This is an optimization exercise on Yosys and OpenROAD, whose aim is small area, a short achievable clock period and few clock cycles per item, not a production implementation. In this exercise RTL edits were held to simulation tests only and were not proved equivalent to the original.

==> flow/design.v (excerpt) <==
module sha256_hex (
  input  wire         clk,
  input  wire         rst,         
  input  wire         in_valid,
  output wire         in_ready,
  input  wire [7:0]   in_data,
  input  wire         in_keep,     
  input  wire         in_last,     
  output wire         out_valid,
  input  wire         out_ready,
  output wire [511:0] out_hex      
);
Size in the first run: about 1500 flip-flops.
make LEC_CHECK=0 CAP_MARGIN=20 CORE_MARGIN=2 CORE_UTILIZATION=40 CTS_CLUSTER_DIAMETER=100 CTS_CLUSTER_SIZE=22 PLACE_DENSITY=0.6 SETUP_SLACK_MARGIN=5.0 SLEW_MARGIN=30 finish   # period 10.0 ns
run.sh (not shown) runs the stock make flow with config.mk's settings and CLKGATE_MAP_FILE= SYNTH_SCRIPT=/design/flow/synth_recipe.tcl, a recipe that flattens the netlist after the stock synthesis.
Testbench counts at the start, summed over its fixed seeds: cycles 17,308, items 192.
Then changed:
--- a/flow/design.v
+++ b/flow/design.v
@@ -17,14 +17,14 @@
                    P_SCHED = 2'd1,    
                    P_END   = 2'd2,    
                    P_SHIFT = 2'd3;    
   reg  [23:0] acc;         
   reg  [1:0]  na;          
   reg         adone;       
-  localparam FD = 8;
-  localparam FW = 3;                       
+  localparam FD = 10;
+  localparam FW = 4;                       
   reg  [35:0]   fq [0:FD-1];
   reg  [FW:0]   fcnt;
   reg  [FW-1:0] frd, fwr;
   wire [35:0]   fhead   = fq[frd];
   wire [31:0]   wb      = fhead[35:4];   
   wire          wb_last = fhead[3];      
@@ -146,26 +146,27 @@
   wire [31:0] ac3 = {(as2[30:0] & ac2[30:0]) | (as2[30:0] & ac1[30:0]) | (ac2[30:0] & ac1[30:0]), 1'b0};
   wire [31:0] es1 = d ^ hk ^ ch;
   wire [31:0] ec1 = {(d[30:0] & hk[30:0]) | (d[30:0] & ch[30:0]) | (hk[30:0] & ch[30:0]), 1'b0};
   wire [31:0] es2 = bs1 ^ es1 ^ ec1;
   wire [31:0] ec2 = {(bs1[30:0] & es1[30:0]) | (bs1[30:0] & ec1[30:0]) | (es1[30:0] & ec1[30:0]), 1'b0};
   wire [31:0] a_new, e_new;
-  wire [31:0] ka_p0 = as3 ^ ac3, ka_g0 = as3 & ac3;
+  wire [31:0] ka_p0 = as3 ^ ac3;
+  wire [31:0] ka_t  = as3 | ac3;
+  wire [31:0] ka_g0 = as3 & ac3;
   wire [31:0] ke_p0 = es2 ^ ec2, ke_g0 = es2 & ec2;
   wire [31:0] ka_g1, ka_p1, ka_g2, ka_p2, ka_g3, ka_p3, ka_g4, ka_p4, ka_g5;
   wire [31:0] ke_g1, ke_p1, ke_g2, ke_p2, ke_g3, ke_p3, ke_g4, ke_p4, ke_g5;
   genvar i;
   generate
     for (i = 0; i < 32; i = i + 1) begin : g_ks
       if (i >= 1) begin : l1
-        assign ka_g1[i] = ka_g0[i] | (ka_p0[i] & ka_g0[i-1]);
-        assign ka_p1[i] = ka_p0[i] & ka_p0[i-1];
+        assign ka_g1[i] = ka_g0[i] | ka_g0[i-1];
         assign ke_g1[i] = ke_g0[i] | (ke_p0[i] & ke_g0[i-1]);
         assign ke_p1[i] = ke_p0[i] & ke_p0[i-1];
       end else begin : l1
-        assign ka_g1[i] = ka_g0[i];  assign ka_p1[i] = ka_p0[i];
+        assign ka_g1[i] = ka_g0[i];
         assign ke_g1[i] = ke_g0[i];  assign ke_p1[i] = ke_p0[i];
       end
       if (i >= 2) begin : l2
         assign ka_g2[i] = ka_g1[i] | (ka_p1[i] & ka_g1[i-2]);
         assign ka_p2[i] = ka_p1[i] & ka_p1[i-2];
         assign ke_g2[i] = ke_g1[i] | (ke_p1[i] & ke_g1[i-2]);
@@ -198,13 +199,14 @@
       end else begin : l5
         assign ka_g5[i] = ka_g4[i];
         assign ke_g5[i] = ke_g4[i];
       end
     end
   endgenerate
-  assign a_new = ka_p0 ^ {ka_g5[30:0], 1'b0};
+  assign ka_p1 = {ka_t[30:1] & ka_t[29:0], 2'b00};    
+  assign a_new = ka_p0 ^ {ka_t[30:0] & ka_g5[30:0], 1'b0};
   assign e_new = ke_p0 ^ {ke_g5[30:0], 1'b0};
   wire step0 = (ph == P_SCHED) && (k == 6'd63);
   wire sh_n  = (ph == P_END && ucnt == 2'd3 && !ufin) || (ph == P_SHIFT && ucnt != 2'd3);
   wire hstep = step0 || (ph == P_END);
   reg [31:0] iva_u, ive_u;                 
   always @(*) begin
After rerunning: The changed run finished with timing, DRC and antenna clean; global-route usage rises by 0.79 points; critical path depth goes up by 4; worst setup slack is better by 0.017 ns; non-clock buffer count is higher by 44; final area climbs by a few percent; clock skew drops by 0.029 ns.
Testbench counts after the change, summed over its fixed seeds: cycles 16,799, items 192.

what the ideal ports hide:
In the flow no input, the clock included, has a driving cell. The finished layouts below were timed again as built, in two steps. Step 1: set_driving_cell puts a clkbuf_16 on clk and a buf_2 on each other input, an assumption about the parent block. Step 2, shift: input delay + t, output delay - t, t = (earliest + latest rising clock arrival at the registers) / 2. This alone moves slack from input paths to output paths. a / b / c = ideal ports / drivers / drivers and shift; a / b = the first two.
run	shift t [ns]	setup WS [ns]	worst setup path at the end	worst data-port slew with drivers (ns)
the first run	0.822	4.944 / 4.944 / 4.261	input to register	0.05
the second run	0.805	4.961 / 4.961 / 4.229	input to register	0.08
After both steps setup and hold are still met in every run listed. For the second run, which loses most, drivers alone change the setup slack by 0.000 ns; drivers and shift together by -0.732 ns.
